Context: an optimization exercise on an open-source flow, tuned for small area, a short achievable clock period and few clock cycles. The choices shown serve that exercise and are no tape-out recipe. In this exercise RTL edits were held to simulation tests only and were not proved equivalent to the original. Power and IR drop assume default switching activity.

==> inputs of job 6639 <==
==> flow/design.v <==
module rsu_radix (
    input  wire        clk,
    input  wire        rst,         
    input  wire        start,
    input  wire [7:0]  cmd,         
    input  wire [15:0] len,         
    input  wire [63:0] val,         
    output wire        ready,
    input  wire        in_valid,
    input  wire [7:0]  in_data,
    output wire        in_ready,
    output wire        out_valid,
    output wire [7:0]  out_data,
    input  wire        out_ready,
    output reg         done,
    output wire [2:0]  err,
    output wire [15:0] out_len,
    output reg  [63:0] res          
);
    localparam [4:0] OP_BIN_ENC     = 5'h01,
                     OP_BIN_DEC     = 5'h02,
                     OP_BIN_ENC_INT = 5'h03,
                     OP_BIN_DEC_INT = 5'h04,
                     OP_HEX_ENC     = 5'h05,
                     OP_HEX_DEC     = 5'h06,
                     OP_HEX_ENC_INT = 5'h07,
                     OP_HEX_DEC_INT = 5'h08,
                     OP_B64_ENC     = 5'h09,
                     OP_B64_DEC     = 5'h0A;
    wire [4:0] cmd_op = cmd[4:0];
    reg        cmd_legal;
    always @(*) begin
        case (cmd_op)
            OP_BIN_ENC, OP_HEX_ENC:             cmd_legal = (cmd[7:6] == 2'b00);
            OP_BIN_ENC_INT, OP_HEX_ENC_INT:     cmd_legal = 1'b1;
            OP_BIN_DEC_INT, OP_HEX_DEC_INT:     cmd_legal = (cmd[5] == 1'b0);
            OP_BIN_DEC, OP_HEX_DEC,
            OP_B64_ENC, OP_B64_DEC:             cmd_legal = (cmd[7:5] == 3'b000);
            default:                            cmd_legal = 1'b0;
        endcase
    end
    wire cmd_int_enc = (cmd_op == OP_BIN_ENC_INT) || (cmd_op == OP_HEX_ENC_INT);
    wire cmd_badlen  = (len > 16'd4096) && !cmd_int_enc;
    wire cmd_bin = (cmd_op == OP_BIN_ENC) || (cmd_op == OP_BIN_DEC) ||
                   (cmd_op == OP_BIN_ENC_INT) || (cmd_op == OP_BIN_DEC_INT);
    wire cmd_hex = (cmd_op == OP_HEX_ENC) || (cmd_op == OP_HEX_DEC) ||
                   (cmd_op == OP_HEX_ENC_INT) || (cmd_op == OP_HEX_DEC_INT);
    wire cmd_dec = (cmd_op == OP_BIN_DEC) || (cmd_op == OP_HEX_DEC) ||
                   (cmd_op == OP_BIN_DEC_INT) || (cmd_op == OP_HEX_DEC_INT) ||
                   (cmd_op == OP_B64_DEC);
    wire cmd_int = (cmd_op == OP_BIN_ENC_INT) || (cmd_op == OP_HEX_ENC_INT) ||
                   (cmd_op == OP_BIN_DEC_INT) || (cmd_op == OP_HEX_DEC_INT);
    wire accept  = start && cmd_legal && !cmd_badlen;
    reg        idle;         
    reg        ir;           
    reg        m_bin, m_hex, m_b64, m_dec, m_int, m_delim;
    reg [1:0]  wsel;
    reg [12:0] rem;          
    reg        t0;           
    reg        more;         
    reg [7:0]  ib;           
    reg        ib_v;
    reg [63:0] sh;           
    reg [11:0] bbuf;         
    reg [3:0]  bcnt;         
    reg        first;        
    reg        sp;           
    reg [6:0]  acc;          
    reg [2:0]  dc;           
    reg        bad;          
    reg        eqs;          
    reg [1:0]  qc;           
    reg [15:0] outcnt;       
    reg [2:0]  err_r;
    reg        olz;          
    reg        ov, sv;       
    reg [7:0]  od, sd;
    wire run   = !idle;
    wire cango = run && !sv;            
    wire enc   = !m_dec;
    wire ienc  = m_int && !m_dec;       
    wire [7:0] c = in_data;
    wire is_space = (c == 8'h20);
    wire is_bin   = (c[7:1] == 7'b0011000);
    wire is_digit = (c[7:4] == 4'h3) && (c[3:0] <= 4'h9);
    wire is_af    = (c[7:6] == 2'b01) && (c[4:3] == 2'b00) && (c[2:0] != 3'd0) && (c[2:0] != 3'd7);
    wire hex_ok   = is_digit || is_af;
    wire [3:0] hex_val = is_digit ? c[3:0] : (c[3:0] + 4'd9);
    reg        b64_ok;
    reg  [5:0] b64_val;
    always @(*) begin
        b64_ok  = 1'b1;
        b64_val = 6'd0;
        if (c >= 8'h41 && c <= 8'h5A)      b64_val = c[5:0] - 6'd1;           
        else if (c >= 8'h61 && c <= 8'h7A) b64_val = c[5:0] - 6'd7;           
        else if (is_digit)                 b64_val = {2'b11, c[3:0]} + 6'd4;  
        else if (c == 8'h2B)               b64_val = 6'd62;
        else if (c == 8'h2F)               b64_val = 6'd63;
        else                               b64_ok  = 1'b0;
    end
    wire is_eq = (c == 8'h3D);
    wire k_bin = idle ? cmd_bin : m_bin;
    wire k_hex = idle ? cmd_hex : m_hex;
    reg  [7:0] cls;
    always @(*) begin
        if (k_bin)      cls = {is_bin, is_space, 5'd0, c[0]};
        else if (k_hex) cls = {hex_ok, is_space, 2'd0, hex_val};
        else            cls = {b64_ok, is_eq, b64_val};
    end
    wire       i_ok = ib[7];
    wire       i_se = ib[6];        
    wire [5:0] i_v  = ib[5:0];
    wire dcons = cango && m_dec && ib_v;            
    reg        d_byte;                              
    reg  [7:0] dbyte;
    always @(*) begin
        if (m_bin) begin
            d_byte = i_ok && (dc == 3'd7);
            dbyte  = {acc[6:0], i_v[0]};
        end else if (m_hex) begin
            d_byte = i_ok && dc[0];
            dbyte  = {acc[3:0], i_v[3:0]};
        end else begin
            d_byte = i_ok && !i_se && !eqs && (dc[1:0] != 2'd0);
            case (dc[1:0])
                2'd1:    dbyte = {acc[5:0], i_v[5:4]};
                2'd2:    dbyte = {acc[3:0], i_v[5:2]};
                default: dbyte = {acc[1:0], i_v};
            endcase
        end
    end
    wire d_push = dcons && d_byte && !m_int;        
    wire d_int  = dcons && d_byte && m_int;         
    reg  [7:0] wbyte;                   
    always @(*) begin
        case (wsel)
            2'd0:    wbyte = sh[7:0];
            2'd1:    wbyte = sh[15:8];
            2'd2:    wbyte = sh[31:24];
            default: wbyte = sh[63:56];
        endcase
    end
    wire have  = m_bin ? (bcnt != 4'd0) : m_hex ? (bcnt[3:2] != 2'b00) : (bcnt >= 4'd6);
    wire full  = m_bin ? (bcnt[3:1] != 3'd0) : m_hex ? bcnt[3] : (bcnt == 4'd12);
    wire e_bits = have && !sp;
    wire e_fl   = m_b64 && !more && !have && (bcnt != 4'd0);    
    wire e_pad  = m_b64 && !more && (bcnt == 4'd0) && (outcnt[1:0] != 2'd0);
    wire e_push = cango && enc && (sp || have || e_fl || e_pad);
    wire want  = cango && enc && more && !sp && !(have && full);
    wire take  = in_valid && ir;
    wire ins   = enc && (m_int ? want : take);
    wire used  = ienc ? ins : take;
    wire [3:0] esz   = m_bin ? 4'd1 : m_hex ? 4'd4 : 4'd6;
    wire [3:0] rbits = e_bits ? (bcnt - esz) : (e_fl ? 4'd0 : bcnt);    
    wire [11:0] bkeep = e_bits ? (bbuf << esz) : (e_fl ? 12'd0 : bbuf);
    wire [7:0] ebyte = m_int ? wbyte : in_data;
    wire [11:0] bnew = {ebyte, 4'd0} >> rbits[2:1] >> rbits[2:1];      
    wire [3:0] hnib = bbuf[11:8];
    wire [5:0] sext = bbuf[11:6];
    reg  [7:0] echar;
    always @(*) begin
        if (sp)
            echar = 8'h20;
        else if (m_bin)
            echar = {7'b0011000, bbuf[11]};
        else if (m_hex)
            echar = (hnib < 4'd10) ? {4'h3, hnib} : ({4'h0, hnib} + 8'h37);
        else if (e_pad)
            echar = 8'h3D;
        else if (sext < 6'd26)
            echar = {2'b00, sext} + 8'h41;
        else if (sext < 6'd52)
            echar = {2'b00, sext} + 8'h47;
        else if (sext < 6'd62)
            echar = {2'b00, sext} - 8'd4;
        else if (sext == 6'd62)
            echar = 8'h2B;
        else
            echar = 8'h2F;
    end
    wire       push  = e_push || d_push;
    wire [7:0] pdata = m_dec ? dbyte : echar;
    assign out_valid = ov;
    assign out_data  = od;
    assign ready     = idle;
    assign in_ready  = ir;
    wire fin_clear = !more && (m_dec ? !ib_v : ((bcnt == 4'd0) && !sp && (!m_b64 || outcnt[1:0] == 2'd0)));
    wire fin = run && fin_clear && !sv && (!ov || out_ready);
    wire [3:0] wbytes = 4'd1 << wsel;
    reg        inval;
    always @(*) begin
        if (m_bin)      inval = bad || (dc != 3'd0);
        else if (m_hex) inval = bad || dc[0];
        else            inval = bad || (dc[1:0] == 2'd1) ||
                                (qc != 2'd0 && qc != (2'd0 - dc[1:0]));
        if (m_int) inval = inval || (outcnt != {12'd0, wbytes});
    end
    wire [63:0] wmask = {{32{wsel == 2'd3}}, {16{wsel[1]}}, {8{wsel != 2'd0}}, 8'hFF};
    assign err     = err_r;
    assign out_len = olz ? 16'd0 : outcnt;
    wire last1  = (rem[12:2] == 11'd0) && (t0 ? (rem[1:0] == 2'd2) : (rem[1:0] == 2'd1));
    wire more_n = more && !(used && last1);
    wire ib_v_n = take || (ib_v && !dcons);
    wire sv_n   = sv ? !out_ready : (push && ov && !out_ready);
    wire [3:0] bcnt_n = (cango && enc) ? (ins ? (rbits + 4'd8) : rbits) : bcnt;
    wire sp_n   = (cango && enc) ? (ins ? (m_delim && !first) : 1'b0) : sp;
    wire have_n = m_bin ? (bcnt_n != 4'd0) : m_hex ? (bcnt_n[3:2] != 2'b00) : (bcnt_n >= 4'd6);
    wire full_n = m_bin ? (bcnt_n[3:1] != 3'd0) : m_hex ? bcnt_n[3] : (bcnt_n == 4'd12);
    wire ir_run = !ienc && more_n &&
                  (m_dec ? (!ib_v_n || !sv_n) : (!sv_n && !sp_n && !(have_n && full_n)));
    wire more0  = (len[12:1] != 12'd0) || (len[0] && !in_valid);
    wire ir_acc = !cmd_int_enc && more0 && (cmd_dec || !in_valid || (!cmd_bin && !cmd_hex));
    always @(posedge clk)
        if (rst)
            res <= 64'd0;
        else if (fin && m_dec && m_int && !inval)
            res <= sh & wmask;
    always @(posedge clk) begin
        if (rst) begin
            idle <= 1'b1;
            ir   <= 1'b1;
            done <= 1'b0;
            ov   <= 1'b0;
            sv   <= 1'b0;
        end else begin
            done <= 1'b0;
            if (idle) begin
                ir <= accept ? ir_acc : 1'b1;
                if (start) begin
                    if (!cmd_legal || cmd_badlen) begin
                        done  <= 1'b1;
                        err_r <= cmd_legal ? 3'd5 : 3'd4;
                        olz   <= 1'b1;
                    end else begin
                        idle  <= 1'b0;
                    end
                end
            end else if (fin) begin
                idle  <= 1'b1;
                ir    <= 1'b1;
                done  <= 1'b1;
                err_r <= (m_dec && inval) ? 3'd1 : 3'd0;
                olz   <= (m_dec && (inval || m_int));
            end else begin
                ir    <= ir_run;
            end
            sv <= sv_n;
            if (sv) begin
                if (out_ready)
                    od <= sd;
            end else if (push) begin
                if (!ov || out_ready) begin
                    od <= pdata;
                    ov <= 1'b1;
                end else begin
                    sd <= pdata;
                end
            end else if (out_ready) begin
                ov <= 1'b0;
            end
        end
        if (idle) begin
            m_bin   <= cmd_bin;
            m_hex   <= cmd_hex;
            m_b64   <= !cmd_bin && !cmd_hex;
            m_dec   <= cmd_dec;
            m_int   <= cmd_int;
            m_delim <= cmd[5];
            wsel    <= cmd[7:6];
            rem     <= cmd_int_enc ? ({9'd0, 4'd1 << cmd[7:6]}) : len[12:0];
            t0      <= !cmd_int_enc && in_valid;
            more    <= cmd_int_enc || more0;
            sh      <= val;
            bbuf    <= {in_data & {8{!cmd_int_enc && in_valid}}, 4'd0};
            bcnt    <= (!cmd_int_enc && in_valid) ? 4'd8 : 4'd0;
            first   <= !(!cmd_int_enc && in_valid);
            sp      <= 1'b0;
            dc      <= 3'd0;
            bad     <= 1'b0;
            eqs     <= 1'b0;
            qc      <= 2'd0;
            outcnt  <= 16'd0;
            ib      <= cls;
            ib_v    <= start && in_valid;
        end else begin
            more <= more_n;
            if (used)
                rem <= rem - 13'd1;
            if (push || d_int)
                outcnt <= outcnt + 16'd1;
            bcnt <= bcnt_n;
            sp   <= sp_n;
            if (cango && enc) begin
                bbuf <= ins ? (bkeep | bnew) : bkeep;
                if (ins)
                    first <= 1'b0;
            end
            if (ins && m_int)
                sh <= {sh[55:0], 8'd0};
            ib_v <= ib_v_n;
            if (take)
                ib <= cls;
            if (dcons) begin
                if (m_bin) begin
                    if (i_ok) begin
                        acc <= {acc[5:0], i_v[0]};
                        dc  <= dc + 3'd1;
                    end else if (!i_se) begin
                        bad <= 1'b1;
                    end
                end else if (m_hex) begin
                    if (i_ok) begin
                        acc[3:0] <= i_v[3:0];
                        dc       <= {2'b00, ~dc[0]};
                    end else if (!i_se) begin
                        bad <= 1'b1;
                    end
                end else begin
                    if (i_se) begin
                        eqs <= 1'b1;
                        if (qc != 2'd3) qc <= qc + 2'd1;
                    end else if (i_ok && !eqs) begin
                        acc[5:0] <= i_v;
                        dc       <= {1'b0, dc[1:0] + 2'd1};
                    end else begin
                        bad <= 1'b1;
                    end
                end
                if (d_int)
                    sh <= {sh[55:0], dbyte};
            end
        end
    end
endmodule
==> flow/flow/run.sh <==
#!/bin/bash
# Standard ORFS layout (standard synthesis unchanged), with the port buffers
# made of the smallest plain buffer instead of the default choice.
set -euo pipefail
bash standard.sh BUFFER_PORTS_ARGS="-buffer_cell sky130_fd_sc_hd__buf_1" finish > orfs_flow.log 2>&1
==> flow/standard.sh <==
#!/bin/bash
# synth_recipe.tcl (not shown) runs the flow's synth.tcl, then flattens the netlist and writes it again
# the make line also repeats each setting of config.mk as NAME=value (left out here)
make -C /OpenROAD-flow-scripts/flow DESIGN_CONFIG=/design/flow/config.mk WORK_HOME=/design/flow/orfs CLKGATE_MAP_FILE= SYNTH_SCRIPT=/design/flow/synth_recipe.tcl "${@:-finish}"
==> flow/config.mk <==
export PLATFORM = sky130hd
export DESIGN_NAME = rsu_radix
export DESIGN_NICKNAME = rsu_radix
export VERILOG_FILES = /design/flow/design.v
export SDC_FILE = /design/flow/constraint.sdc
export NUM_CORES = 4
export LEC_CHECK = 0
export CAP_MARGIN = 20
export CORE_MARGIN = 2
export CORE_UTILIZATION = 40
export SETUP_SLACK_MARGIN = 4.5
export SLEW_MARGIN = 20
==> flow/constraint.sdc <==
create_clock -name core_clock -period 8.0 [get_ports {clk}]
set_input_delay 1.6000 -clock core_clock [delete_from_list [all_inputs] [get_ports {clk}]]
set_output_delay 1.6000 -clock core_clock [all_outputs]
set_load 0.01 [all_outputs]
==> job 3271 (differences from job 6639) <==
--- a/flow/design.v
+++ b/flow/design.v
@@ -73,5 +73,4 @@
     reg [15:0] outcnt;       
     reg [2:0]  err_r;
-    reg        olz;          
     reg        ov, sv;       
     reg [7:0]  od, sd;
@@ -198,5 +197,5 @@
     wire [63:0] wmask = {{32{wsel == 2'd3}}, {16{wsel[1]}}, {8{wsel != 2'd0}}, 8'hFF};
     assign err     = err_r;
-    assign out_len = olz ? 16'd0 : outcnt;
+    assign out_len = outcnt;            
     wire last1  = (rem[12:2] == 11'd0) && (t0 ? (rem[1:0] == 2'd2) : (rem[1:0] == 2'd1));
     wire more_n = more && !(used && last1);
@@ -205,8 +204,12 @@
     wire [3:0] bcnt_n = (cango && enc) ? (ins ? (rbits + 4'd8) : rbits) : bcnt;
     wire sp_n   = (cango && enc) ? (ins ? (m_delim && !first) : 1'b0) : sp;
-    wire have_n = m_bin ? (bcnt_n != 4'd0) : m_hex ? (bcnt_n[3:2] != 2'b00) : (bcnt_n >= 4'd6);
-    wire full_n = m_bin ? (bcnt_n[3:1] != 3'd0) : m_hex ? bcnt_n[3] : (bcnt_n == 4'd12);
-    wire ir_run = !ienc && more_n &&
-                  (m_dec ? (!ib_v_n || !sv_n) : (!sv_n && !sp_n && !(have_n && full_n)));
+    wire [3:0] bc0 = cango ? rbits : bcnt;                
+    wire sp0    = cango ? 1'b0 : sp;
+    wire have0  = m_bin ? (bc0 != 4'd0) : m_hex ? (bc0[3:2] != 2'b00) : (bc0 >= 4'd6);
+    wire full0  = m_bin ? (bc0[3:1] != 3'd0) : m_hex ? bc0[3] : (bc0 == 4'd12);
+    wire ew0    = !sp0 && !(have0 && full0);
+    wire ew1    = m_b64 && !rbits[2];
+    wire ewant  = !sv_n && (take ? ew1 : ew0);
+    wire ir_run = !ienc && more_n && (m_dec ? (!ib_v_n || !sv_n) : ewant);
     wire more0  = (len[12:1] != 12'd0) || (len[0] && !in_valid);
     wire ir_acc = !cmd_int_enc && more0 && (cmd_dec || !in_valid || (!cmd_bin && !cmd_hex));
@@ -214,5 +217,5 @@
         if (rst)
             res <= 64'd0;
-        else if (fin && m_dec && m_int && !inval)
+        else if (run && fin_clear && m_dec && m_int && !inval)    
             res <= sh & wmask;
     always @(posedge clk) begin
@@ -231,5 +234,4 @@
                         done  <= 1'b1;
                         err_r <= cmd_legal ? 3'd5 : 3'd4;
-                        olz   <= 1'b1;
                     end else begin
                         idle  <= 1'b0;
@@ -241,5 +243,4 @@
                 done  <= 1'b1;
                 err_r <= (m_dec && inval) ? 3'd1 : 3'd0;
-                olz   <= (m_dec && (inval || m_int));
             end else begin
                 ir    <= ir_run;
@@ -287,5 +288,7 @@
             if (used)
                 rem <= rem - 13'd1;
-            if (push || d_int)
+            if (fin && m_dec && (inval || m_int))
+                outcnt <= 16'd0;
+            else if (push || d_int)
                 outcnt <= outcnt + 16'd1;
             bcnt <= bcnt_n;
@@ -296,6 +299,8 @@
                     first <= 1'b0;
             end
-            if (ins && m_int)
+            if (ienc && want)
                 sh <= {sh[55:0], 8'd0};
+            if (m_int && m_dec && ib_v && d_byte)
+                sh <= {sh[55:0], dbyte};
             ib_v <= ib_v_n;
             if (take)
@@ -327,6 +332,4 @@
                     end
                 end
-                if (d_int)
-                    sh <= {sh[55:0], dbyte};
             end
         end
--- a/flow/config.mk
+++ b/flow/config.mk
@@ -6,7 +6,9 @@
 export NUM_CORES = 4
 export LEC_CHECK = 0
+export ABC_AREA = 1
 export CAP_MARGIN = 20
 export CORE_MARGIN = 2
-export CORE_UTILIZATION = 40
-export SETUP_SLACK_MARGIN = 4.5
+export CORE_UTILIZATION = 60
+export PLACE_DENSITY = 0.75
+export SETUP_SLACK_MARGIN = 4.9
 export SLEW_MARGIN = 20
==> job 6718 (differences from job 6639) <==
--- a/flow/design.v
+++ b/flow/design.v
@@ -205,8 +205,12 @@
     wire [3:0] bcnt_n = (cango && enc) ? (ins ? (rbits + 4'd8) : rbits) : bcnt;
     wire sp_n   = (cango && enc) ? (ins ? (m_delim && !first) : 1'b0) : sp;
-    wire have_n = m_bin ? (bcnt_n != 4'd0) : m_hex ? (bcnt_n[3:2] != 2'b00) : (bcnt_n >= 4'd6);
-    wire full_n = m_bin ? (bcnt_n[3:1] != 3'd0) : m_hex ? bcnt_n[3] : (bcnt_n == 4'd12);
-    wire ir_run = !ienc && more_n &&
-                  (m_dec ? (!ib_v_n || !sv_n) : (!sv_n && !sp_n && !(have_n && full_n)));
+    wire [3:0] bc0 = cango ? rbits : bcnt;                
+    wire sp0    = cango ? 1'b0 : sp;
+    wire have0  = m_bin ? (bc0 != 4'd0) : m_hex ? (bc0[3:2] != 2'b00) : (bc0 >= 4'd6);
+    wire full0  = m_bin ? (bc0[3:1] != 3'd0) : m_hex ? bc0[3] : (bc0 == 4'd12);
+    wire ew0    = !sp0 && !(have0 && full0);
+    wire ew1    = m_b64 && !rbits[2];
+    wire ewant  = !sv_n && (take ? ew1 : ew0);
+    wire ir_run = !ienc && more_n && (m_dec ? (!ib_v_n || !sv_n) : ewant);
     wire more0  = (len[12:1] != 12'd0) || (len[0] && !in_valid);
     wire ir_acc = !cmd_int_enc && more0 && (cmd_dec || !in_valid || (!cmd_bin && !cmd_hex));
@@ -214,5 +218,5 @@
         if (rst)
             res <= 64'd0;
-        else if (fin && m_dec && m_int && !inval)
+        else if (run && fin_clear && m_dec && m_int && !inval)    
             res <= sh & wmask;
     always @(posedge clk) begin
@@ -296,6 +300,8 @@
                     first <= 1'b0;
             end
-            if (ins && m_int)
+            if (ienc && want)
                 sh <= {sh[55:0], 8'd0};
+            if (m_int && m_dec && ib_v && d_byte)
+                sh <= {sh[55:0], dbyte};
             ib_v <= ib_v_n;
             if (take)
@@ -327,6 +333,4 @@
                     end
                 end
-                if (d_int)
-                    sh <= {sh[55:0], dbyte};
             end
         end
--- a/flow/config.mk
+++ b/flow/config.mk
@@ -9,4 +9,4 @@
 export CORE_MARGIN = 2
 export CORE_UTILIZATION = 40
-export SETUP_SLACK_MARGIN = 4.5
+export SETUP_SLACK_MARGIN = 5.0
 export SLEW_MARGIN = 20
==> comparison <==
- Sequential cell count is the same in job 6718 and job 6639.
- Synthesized cell count: job 6718 < job 6639 < job 3271.
- Between job 6639 and job 3271, the lower setup slack is in job 6639 (gap 0.29 ns).
- Sequential power is about the same in job 6718 and job 3271.
- Die area: job 6639 is higher than job 3271 (49%).
- Synthesized area, highest first: job 6718, job 6639, job 3271.
- The lowest sequential share of layout area belongs to job 6639, the highest to job 3271.
- The highest final area belongs to job 6718, the lowest to job 6639.
- The lowest first-iteration DRC count belongs to job 6639, the highest to job 3271.
==> figures <==
                                                                                         job 6639                   job 6718                  job 3271
CP max stage cell                                                       sky130_fd_sc_hd__a221oi_1  sky130_fd_sc_hd__edfxtp_1   sky130_fd_sc_hd__nor4_2
Portion of total power attributed to the clock network                                      0.440                      0.447                     0.418
Worst-Skew Late Latency                                                                   0.56 ns                    0.56 ns                   0.53 ns
Full die area                                                                         33540 sq um                34780 sq um               22570 sq um
Cell with the most instances after synthesis                             sky130_fd_sc_hd__dfxtp_1   sky130_fd_sc_hd__o21ai_0  sky130_fd_sc_hd__nand2_1
Minimum clock period                                                                     3.294 ns                   2.980 ns                  3.005 ns
Yosys top cell area share                                                                  0.2636                     0.2953                    0.3042
Layout cell share with drive strength beyond 1                                            0.06354                     0.1519                   0.07289
Met1 layer usage reported by global route                                                  0.3126                     0.3280                    0.4896
First-pass GRT wire length                                                               59.81 mm                   63.01 mm                  60.99 mm
Power per unit of standard cell area                                                191.9 nW/um^2              189.2 nW/um^2             195.1 nW/um^2
Fraction of the yosys area taken by sequential cells                                       0.4110                     0.4470                    0.4618
Routing usage on met3                                                                     0.03614                    0.03291                   0.05303
Worst slack at placement                                                                 3.365 ns                   3.853 ns                  3.865 ns
Levels on crit path                                                                            10                          3                        12
Most frequent standard cell in the layout excluding fill and tap cells     sky130_fd_sc_hd__buf_1                          -  sky130_fd_sc_hd__nand2_1
Compound-cell area share of the yosys netlist                                              0.1911                     0.2003                    0.1554
Run status                                                                complete, no violations    complete, no violations   complete, no violations
Number of enable flip-flop cells after synthesis                                               63                        131                       130
Testbench counts of job 6639, summed over its fixed seeds: cycles 30,049.
Testbench counts of job 3271, summed over its fixed seeds: cycles 30,049.
Testbench counts of job 6718, summed over its fixed seeds: cycles 30,049.

-- what the ideal ports hide --
In the flow no input, the clock included, has a driving cell. The finished layouts below were timed again as built, in two steps.
Step 1 assumes that a clkbuf_16 drives the clock port and a buf_2 every other input.
Step 2, shift: input delay + t, output delay - t, t = (earliest + latest rising clock arrival at the registers) / 2. This alone moves slack from input paths to output paths.
Three values: ideal ports, drivers, drivers and shift; two values: the first two.
run	t (ns)	setup WS [ns]	clock arrival spread, ns
job 6639	0.602	4.706 / 4.734 / 4.132	0.015 / 0.014
job 3271	0.569	4.995 / 5.011 / 4.455	0.014 / 0.014
job 6718	0.599	5.020 / 4.972 / 4.486	0.015 / 0.015
After both steps every run listed still meets setup and hold. The setup slack of job 6639, which loses most, moves by +0.028 ns with the drivers and by -0.574 ns with both steps.
